This design comes from an exercise in tuning for small area on the open sky130 flow, not from production work.
The RTL was checked by simulation tests, not by an equivalence proof against the original design.

==> flow/design.v <==
module telem_core #(
    parameter NUM_IDLE_BITS = 4
) (
    input  wire        clk,
    input  wire        rst,
    input  wire        tick,
    input  wire        asm_req,
    input  wire        clr_ready,
    input  wire [47:0] time_field,
    input  wire [63:0] lat_field,
    input  wire [71:0] lon_field,
    input  wire [39:0] alt_field,
    input  wire [2:0]  alt_length,
    input  wire [15:0] sat_field,
    input  wire [15:0] batt_mv,
    input  wire [15:0] temp_c,
    output reg         line,
    output reg         carrier_on,
    output reg         carrier_off,
    output reg         carrier,
    output reg         blip,
    output wire        busy
);
    localparam FRAME_MAX = 68;
    localparam [2:0] S_IDLE     = 3'd0;
    localparam [2:0] S_PREAMBLE = 3'd2;
    localparam [2:0] S_START    = 3'd3;
    localparam [2:0] S_DATA     = 3'd4;
    localparam [2:0] S_STOP1    = 3'd5;
    localparam [2:0] S_STOP2    = 3'd6;
    localparam [4:0] R_SYNC  = 5'd0;
    localparam [4:0] R_SOF   = 5'd1;
    localparam [4:0] R_NAME  = 5'd2;
    localparam [4:0] R_C0    = 5'd3;
    localparam [4:0] R_ID    = 5'd4;
    localparam [4:0] R_C1    = 5'd5;
    localparam [4:0] R_TIME  = 5'd6;
    localparam [4:0] R_C2    = 5'd7;
    localparam [4:0] R_LAT   = 5'd8;
    localparam [4:0] R_C3    = 5'd9;
    localparam [4:0] R_LON   = 5'd10;
    localparam [4:0] R_C4    = 5'd11;
    localparam [4:0] R_ALT   = 5'd12;
    localparam [4:0] R_C5    = 5'd13;
    localparam [4:0] R_SAT   = 5'd14;
    localparam [4:0] R_C6    = 5'd15;
    localparam [4:0] R_VOLT  = 5'd16;
    localparam [4:0] R_C7    = 5'd17;
    localparam [4:0] R_TEMP  = 5'd18;
    localparam [4:0] R_STAR  = 5'd19;
    localparam [4:0] R_CKSUM = 5'd20;
    localparam [4:0] R_POST  = 5'd21;
    localparam [4:0] R_DONE  = 5'd22;
    reg  [2:0]  state;
    reg         ready;
    reg         phase;
    reg  [5:0]  blip_cnt;
    reg  [15:0] seq;
    reg  [6:0]  cursor;
    reg  [6:0]  frame_len;
    reg  [2:0]  n;
    reg  [7:0]  shift;
    reg  [7:0]  idle_cnt;
    reg  [7:0]  frame [0:FRAME_MAX-1];
    reg         assembling;
    reg  [4:0]  region;
    reg  [3:0]  k;
    reg  [6:0]  wr_ptr;
    reg  [15:0] crc;
    reg  [47:0] r_time;
    reg  [63:0] r_lat;
    reg  [71:0] r_lon;
    reg  [39:0] r_alt;
    reg  [2:0]  r_alt_len;
    reg  [15:0] r_sat;
    reg  [15:0] r_batt;
    reg  [15:0] r_temp;
    assign busy = ready | (state != S_IDLE) | assembling;
    function [7:0] dec_digit;
        input [15:0] v;
        dec_digit = 8'h30 + {4'd0, v[3:0]};
    endfunction
    function [7:0] hex_digit;
        input [3:0] h;
        hex_digit = (h < 4'd10) ? (8'h30 + {4'd0, h}) : (8'h41 + {4'd0, h} - 8'd10);
    endfunction
    wire [15:0] seq_d0 = seq % 16'd10;
    wire [15:0] seq_d1 = (seq / 16'd10) % 16'd10;
    wire [15:0] seq_d2 = (seq / 16'd100) % 16'd10;
    wire [15:0] seq_d3 = (seq / 16'd1000) % 16'd10;
    wire [15:0] seq_d4 = (seq / 16'd10000) % 16'd10;
    wire [2:0]  id_len = (seq >= 16'd10000) ? 3'd5 :
                         (seq >= 16'd1000)  ? 3'd4 :
                         (seq >= 16'd100)   ? 3'd3 :
                         (seq >= 16'd10)    ? 3'd2 : 3'd1;
    wire [15:0] volt_d0 = r_batt % 16'd10;
    wire [15:0] volt_d1 = (r_batt / 16'd10) % 16'd10;
    wire [15:0] volt_d2 = (r_batt / 16'd100) % 16'd10;
    wire [15:0] volt_d3 = (r_batt / 16'd1000) % 16'd10;
    wire        temp_neg = r_temp[15];
    wire [15:0] temp_mag = temp_neg ? (16'd0 - r_temp) : r_temp;
    wire [15:0] temp_d0  = temp_mag % 16'd10;
    wire [15:0] temp_d1  = (temp_mag / 16'd10) % 16'd10;
    reg [3:0] region_len;
    always @(*) begin
        case (region)
            R_SYNC:  region_len = 4'd5;
            R_SOF:   region_len = 4'd2;
            R_NAME:  region_len = 4'd4;
            R_ID:    region_len = {1'b0, id_len};
            R_TIME:  region_len = 4'd6;
            R_LAT:   region_len = 4'd8;
            R_LON:   region_len = 4'd9;
            R_ALT:   region_len = {1'b0, r_alt_len};
            R_SAT:   region_len = 4'd2;
            R_VOLT:  region_len = 4'd4;
            R_TEMP:  region_len = 4'd3;
            R_CKSUM: region_len = 4'd4;
            R_POST:  region_len = 4'd2;
            default: region_len = 4'd1;
        endcase
    end
    reg [7:0] asm_byte;
    reg [2:0] id_idx;
    always @(*) begin
        id_idx = id_len - 3'd1 - k[2:0];
        case (region)
            R_SYNC:  asm_byte = (k < 4'd3) ? 8'h20 : 8'h24;
            R_SOF:   asm_byte = 8'h24;
            R_NAME:  case (k[1:0])
                         2'd0: asm_byte = 8'h30;
                         2'd1: asm_byte = 8'h78;
                         2'd2: asm_byte = 8'h30;
                         default: asm_byte = 8'h37;
                     endcase
            R_ID:    case (id_idx)
                         3'd0: asm_byte = dec_digit(seq_d0);
                         3'd1: asm_byte = dec_digit(seq_d1);
                         3'd2: asm_byte = dec_digit(seq_d2);
                         3'd3: asm_byte = dec_digit(seq_d3);
                         default: asm_byte = dec_digit(seq_d4);
                     endcase
            R_TIME:  asm_byte = r_time[k*8 +: 8];
            R_LAT:   asm_byte = r_lat[k*8 +: 8];
            R_LON:   asm_byte = r_lon[k*8 +: 8];
            R_ALT:   asm_byte = r_alt[k*8 +: 8];
            R_SAT:   asm_byte = r_sat[k*8 +: 8];
            R_VOLT:  case (k[1:0])
                         2'd0: asm_byte = dec_digit(volt_d3);
                         2'd1: asm_byte = dec_digit(volt_d2);
                         2'd2: asm_byte = dec_digit(volt_d1);
                         default: asm_byte = dec_digit(volt_d0);
                     endcase
            R_TEMP:  case (k[1:0])
                         2'd0: asm_byte = temp_neg ? 8'h2D : 8'h2B;
                         2'd1: asm_byte = dec_digit(temp_d1);
                         default: asm_byte = dec_digit(temp_d0);
                     endcase
            R_STAR:  asm_byte = 8'h2A;
            R_CKSUM: case (k[1:0])
                         2'd0: asm_byte = hex_digit(crc[15:12]);
                         2'd1: asm_byte = hex_digit(crc[11:8]);
                         2'd2: asm_byte = hex_digit(crc[7:4]);
                         default: asm_byte = hex_digit(crc[3:0]);
                     endcase
            R_POST:  asm_byte = 8'h0A;
            default: asm_byte = 8'h2C;    
        endcase
    end
    function [15:0] crc_byte;
        input [15:0] c_in;
        input [7:0]  b;
        integer i;
        reg [15:0] c;
        begin
            c = c_in ^ {b, 8'h00};
            for (i = 0; i < 8; i = i + 1)
                c = c[15] ? ((c << 1) ^ 16'h1021) : (c << 1);
            crc_byte = c;
        end
    endfunction
    wire in_crc_range = (region >= R_SOF) && (region <= R_TEMP);
    wire asm_accept = asm_req && !busy;
    wire asm_write  = assembling && (region != R_DONE) && (region_len != 4'd0);
    always @(posedge clk) begin
        if (asm_accept) begin
            r_time    <= time_field;
            r_lat     <= lat_field;
            r_lon     <= lon_field;
            r_alt     <= alt_field;
            r_alt_len <= alt_length;
            r_sat     <= sat_field;
            r_batt    <= batt_mv;
            r_temp    <= temp_c;
        end
        if (asm_write)
            frame[wr_ptr] <= asm_byte;
    end
    always @(posedge clk) begin
        if (rst) begin
            assembling <= 1'b0;
            seq        <= 16'd0;
        end else if (asm_accept) begin
            assembling <= 1'b1;
            seq        <= seq + 16'd1;
            region     <= R_SYNC;
            k          <= 4'd0;
            wr_ptr     <= 7'd0;
            crc        <= 16'hFFFF;
        end else if (assembling) begin
            if (region == R_DONE) begin
                assembling <= 1'b0;
                frame_len  <= wr_ptr;
            end else if (region_len == 4'd0) begin
                region <= region + 5'd1;
                k      <= 4'd0;
            end else begin
                wr_ptr <= wr_ptr + 7'd1;
                if (in_crc_range)
                    crc <= crc_byte(crc, asm_byte);
                if (k == region_len - 4'd1) begin
                    region <= region + 5'd1;
                    k      <= 4'd0;
                end else begin
                    k <= k + 4'd1;
                end
            end
        end
    end
    wire       sats_nonzero = (sat_field != 16'h3030);
    wire [5:0] blip_next    = blip_cnt + 6'd1;
    always @(posedge clk) begin
        if (rst) begin
            state       <= S_IDLE;
            ready       <= 1'b0;
            phase       <= 1'b0;
            line        <= 1'b1;
            carrier     <= 1'b0;
            carrier_on  <= 1'b0;
            carrier_off <= 1'b0;
            blip        <= 1'b0;
            blip_cnt    <= 6'd0;
            cursor      <= 7'd0;
        end else begin
            carrier_on  <= 1'b0;
            carrier_off <= 1'b0;
            if (assembling && region == R_DONE)
                ready <= 1'b1;
            if (clr_ready)
                ready <= 1'b0;
            if (tick) begin
                blip <= (blip_next >= 6'd1) && (blip_next <= 6'd4);
                if ((blip_next == 6'd30 && sats_nonzero) || blip_next == 6'd60)
                    blip_cnt <= 6'd0;
                else
                    blip_cnt <= blip_next;
                phase <= ~phase;
                if (phase) begin
                    if (state == S_IDLE) begin
                        if (ready) begin                        
                            carrier    <= 1'b1;
                            carrier_on <= 1'b1;
                            cursor     <= 7'd0;
                            idle_cnt   <= 8'd0;
                            state      <= S_PREAMBLE;
                        end
                    end else if (!ready) begin                  
                        carrier     <= 1'b0;
                        carrier_off <= 1'b1;
                        state       <= S_IDLE;
                    end else begin
                        case (state)
                            S_PREAMBLE: begin                   
                                line     <= 1'b1;
                                idle_cnt <= idle_cnt + 8'd1;
                                if (idle_cnt + 8'd1 == NUM_IDLE_BITS)
                                    state <= S_START;
                            end
                            S_START: begin                      
                                line  <= 1'b0;
                                shift <= frame[cursor];
                                n     <= 3'd0;
                                state <= S_DATA;
                            end
                            S_DATA: begin                       
                                line  <= shift[0];
                                shift <= shift >> 1;
                                if (n == 3'd6)
                                    state <= S_STOP1;
                                else
                                    n <= n + 3'd1;
                            end
                            S_STOP1: begin                      
                                line  <= 1'b1;
                                state <= S_STOP2;
                            end
                            S_STOP2: begin                      
                                line   <= 1'b1;
                                cursor <= cursor + 7'd1;
                                if (cursor + 7'd1 == frame_len) begin
                                    ready       <= 1'b0;
                                    carrier     <= 1'b0;
                                    carrier_off <= 1'b1;
                                    state       <= S_IDLE;
                                end else begin
                                    state <= S_START;
                                end
                            end
                            default: ;                          
                        endcase
                    end
                end
            end
        end
    end
endmodule
==> flow/run.sh <==
#!/bin/bash
# synth_recipe.tcl (not shown) runs the flow's synth.tcl, then flattens the netlist and writes it again
# the make line also repeats each setting of config.mk as NAME=value (left out here)
make -C /OpenROAD-flow-scripts/flow DESIGN_CONFIG=/design/flow/config.mk WORK_HOME=/design/flow/orfs CLKGATE_MAP_FILE= SYNTH_SCRIPT=/design/flow/synth_recipe.tcl finish
==> flow/config.mk <==
export PLATFORM = sky130hd
export DESIGN_NAME = telem_core
export DESIGN_NICKNAME = telem_core
export VERILOG_FILES = /design/flow/design.v
export SDC_FILE = /design/flow/constraint.sdc
export NUM_CORES = 4
export LEC_CHECK = 0
export CAP_MARGIN = 20
export CORE_MARGIN = 2
export CORE_UTILIZATION = 40
export SLEW_MARGIN = 20
==> flow/constraint.sdc <==
create_clock -name core_clock -period 50.0 [get_ports {clk}]
set_input_delay 10.0000 -clock core_clock [delete_from_list [all_inputs] [get_ports {clk}]]
set_output_delay 10.0000 -clock core_clock [all_outputs]
set_load 0.01 [all_outputs]
==> results.sh <==
export IMPL_place_detailed_hpwl_mm=98.4
export IMPL_final_min_clock_period_ns=36.76
export IMPL_avgSynthCellArea_sq_um=12.1
export IMPL_dr_first_iter_drc_count=3372
export IMPL_hold_buffers=0
export IMPL_postRouteAntennaNets=0
export IMPL_synth_simple_gate_area_share=0.118
export IMPL_port_buffers=285
export IMPL_critical_path_class="reg -> reg"
export IMPL_tritoncts_num_sinks=924
export IMPL_htree_levels=3
export IMPL_layout_worst_path_cycle_share=0.735
export IMPL_synth_fa_ha_area_frac=0.0567
export IMPL_grt_pass1_wl_mm=214
export IMPL_floorplan_core_area_sq_um=128000
export IMPL_synthCells=4251
export IMPL_synthMuxAreaShare=0.102
export IMPL_tritoncts_clock_tree="done"
export IMPL_yosysUniqueCellTypes=114
export IMPL_main_combinational_cell_family_by_area_after_synthesis="compound AO/OA/AOI/OAI gates"
export IMPL_clk_insertion_delay_late_ns=0.72
export IMPL_hp_class="reg -> reg"
export IMPL_place_area_sq_um=56100
export IMPL_die_h_microns=363
export IMPL_yosys_register_bits=924
export IMPL_mappedNetlistArea_sq_um=51400
export IMPL_ys_warnings_count=1
export IMPL_postSynthNetCount=4762
export IMPL_clock_skew_ns=0.0447
export IMPL_place_congestion=0.902
export IMPL_timing_fmax_mhz=27.2
export IMPL_post_layout_nonfiller_instances=6243
export IMPL_finalSetupViolations=0
export IMPL_ys_flop_type="edfxtp_1"
export IMPL_area_delta_synth_final_pct=15.3
export IMPL_drt_vias_per_instance=5.88
export IMPL_grtUsageTotal=0.212
export IMPL_mostFrequentLayoutCell="edfxtp_1"
export IMPL_overflow=0
export IMPL_library_cell_contributing_the_largest_single_delay_on_the_critical_path="a2111oi_0"
export IMPL_timing_setup_tns_ns=0
export IMPL_run_status="finished clean"
export IMPL_cts_buffer_depth=3
export IMPL_crit_arrival_ns=36.89
export IMPL_maximum_single_stage_delay_on_the_critical_path_ns=1.04
export IMPL_detailroute_via_count=36700
export IMPL_die_area_sq_um=131000
export IMPL_cts_resized_gates=0
export IMPL_initial_utilization=0.403
export IMPL_dieWidth_microns=363
export IMPL_worst_setup_sp_type="flip-flop"
export IMPL_synth_compound_gate_area_share=0.138
export IMPL_grt_max_degree=96
export IMPL_critical_path_peak_fanout=68
export IMPL_n_fill_cell=11400
export IMPL_dr_pass1_iters=6
export IMPL_synth_top_area_cell="edfxtp_1"
export IMPL_total_number_of_nets_in_the_final_design=4998
export IMPL_rsz0062_at_grt="false"
export IMPL_drive_above_1_share=0.112
export IMPL_async_flop_share=0
export IMPL_synth_top_cell_area_share=0.512
export IMPL_post_synth_xor_area_fraction=0.0312
export IMPL_synth_yosys_seq_area_share=0.530
export IMPL_timing_max_slew_rel_slack=0.166
export IMPL_floorplan_io_pins=286
export IMPL_fin_util=0.465
export IMPL_post_cts_setup_buffer_count=0
export IMPL_antenna_found_initial=11
export IMPL_layout_cell_area_non_filler_sq_um=59300
export IMPL_crit_required_ns=50.13
export IMPL_final_hold_viol_count=0
export IMPL_tritoncts_num_buffers=98
export IMPL_count_of_flip_flops_with_a_built_in_enable_after_synthesis=877
export IMPL_routed_wl_mm=142
export IMPL_clkTransAtPathRegs_ns=0.06
export IMPL_critical_path_endpoint_type="flip-flop"
export IMPL_drv_slew=0
export IMPL_mostFrequentLayoutCells="877 x edfxtp_1, 385 x nor2_1, 314 x nand2_1"
export IMPL_row_count=131
export IMPL_clk_root_buffer_cell="clkbuf_16"
export IMPL_drt_wirelength_per_cell_microns=22.7
export IMPL_post_place_cells=6049
export IMPL_post_route_drc=0
export IMPL_synth_top_cells_by_area="edfxtp_1 51%, mux4_2 7.8%, ha_1 5.6%"
export IMPL_first_global_vias=35200
export IMPL_library_cell_appearing_most_often_on_the_critical_path="o21a_1"
export IMPL_worst_pin_slew_ns=1.22
export IMPL_max_cap_viol_count=0
==> cell usage after synthesis, types with 47 or more instances <==
cell type    n
mux4_2     178
nor3_1     146
o21ai_0    196
mux2_2      66
nand3_1     96
dfxtp_1     47
inv_1      107
xnor2_1    113
a21oi_1    222
edfxtp_1   877
ha_1       230
o21a_1     124
nand4_1     48
nand2b_1    52
nor2_1     389
xor2_1      65
clkbuf_1   162
nand2_1    314
a22oi_1     56
==> path summary, 6_finish.rpt <==
check	start	to	slack, ns	cells past startpoint
worst max register to register	seq[11]	frame[37][3]	13.24	165
worst min register to register	blip	blip	0.47	2
worst max-delay path	seq[11]	frame[37][3]	13.24	165
worst min-delay path	blip	blip	0.47	2
==> sequential cells by signal, indices dropped and copies added (netlist names), 8 cells and up, named ones only <==
register,count
r_lat,64
shift,8
r_temp,16
frame,544
r_time,48
r_batt,16
seq,16
r_sat,16
crc,16
idle_cnt,8
r_lon,72
r_alt,40
==> layout make-up <==
| cell class | count | area [sq um] | area share |
|---|---|---|---|
| timing repair buffer | 336 | 3240 | 0.0547 |
| antenna | 10 | 25.0 | 0.000422 |
| inverter | 111 | 427 | 0.00720 |
| clock buffer | 139 | 2740 | 0.0462 |
| sequential | 924 | 27300 | 0.460 |
| multi-input combinational | 3016 | 23000 | 0.389 |
| clock inverter | 45 | 440 | 0.00743 |
| tap | 1662 | 2080 | 0.0351 |
==> cells by family after synthesis <==
kind of cell | count (synthesis)
multiplexers | 290
AND/OR/NAND/NOR | 1273
flip-flops | 924
adder cells (fa/ha/maj) | 233
buffers and inverters | 311
XOR/XNOR | 180
AO/OA/AOI/OAI | 1040
==> critical path: cells and delay by family, from the launching register on <==
family	cells	cell delay, ns
AO/OA/AOI/OAI	107	21.59
XOR/XNOR	1	0.23
adder cells (fa/ha/maj)	15	4.86
buffers and inverters	5	1.56
flip-flops	1	0.40
multiplexers	4	1.30
AND/OR/NAND/NOR	33	6.14
==> metrics by stage <==
step / hold slack [ns] / worst slack (ns)
final: 0.475 / 13.24
after global routing: 0.506 / 9.99
after CTS: 0.474 / 13.70
after detailed placement: 0.466 / 13.92
after global placement: 0.449 / 14.96
after floorplan: 0.424 / 16.19
==> layer usage <==
metal  vias up  wire, microns  track usage
met5         -              0            0
met4         0           3340       0.0582
met3       206           8960       0.0285
met2      1210          67900        0.352
met1     18200          61700        0.291
li1      17100              -            -

[port drivers added, routing unchanged]
Ports are ideal in the flow. The routed layout listed here was re-timed in OpenROAD. Step 1 assumes that a clkbuf_16 drives the clock port and a buf_2 every other input. Step 2 adds t to the input delays and takes it off the output delays; t is the mean of the earliest and latest rising clock arrival at the registers after step 1. Input paths then give back, and output paths get back, about the clock's delay inside the block. Three values: ideal ports, drivers, drivers and shift; two values: the first two.
t (ns): 0.766
slack for setup (ns): 13.244 / 13.244 / 13.244
worst hold slack (ns): 0.475 / 0.475 / 0.475
worst data-port slew with drivers (ns): 0.10
pins driven straight from the clock port: 1
After both steps this run still meets setup and hold. For this run, drivers alone change the setup slack by 0.000 ns; drivers and shift together by 0.000 ns.
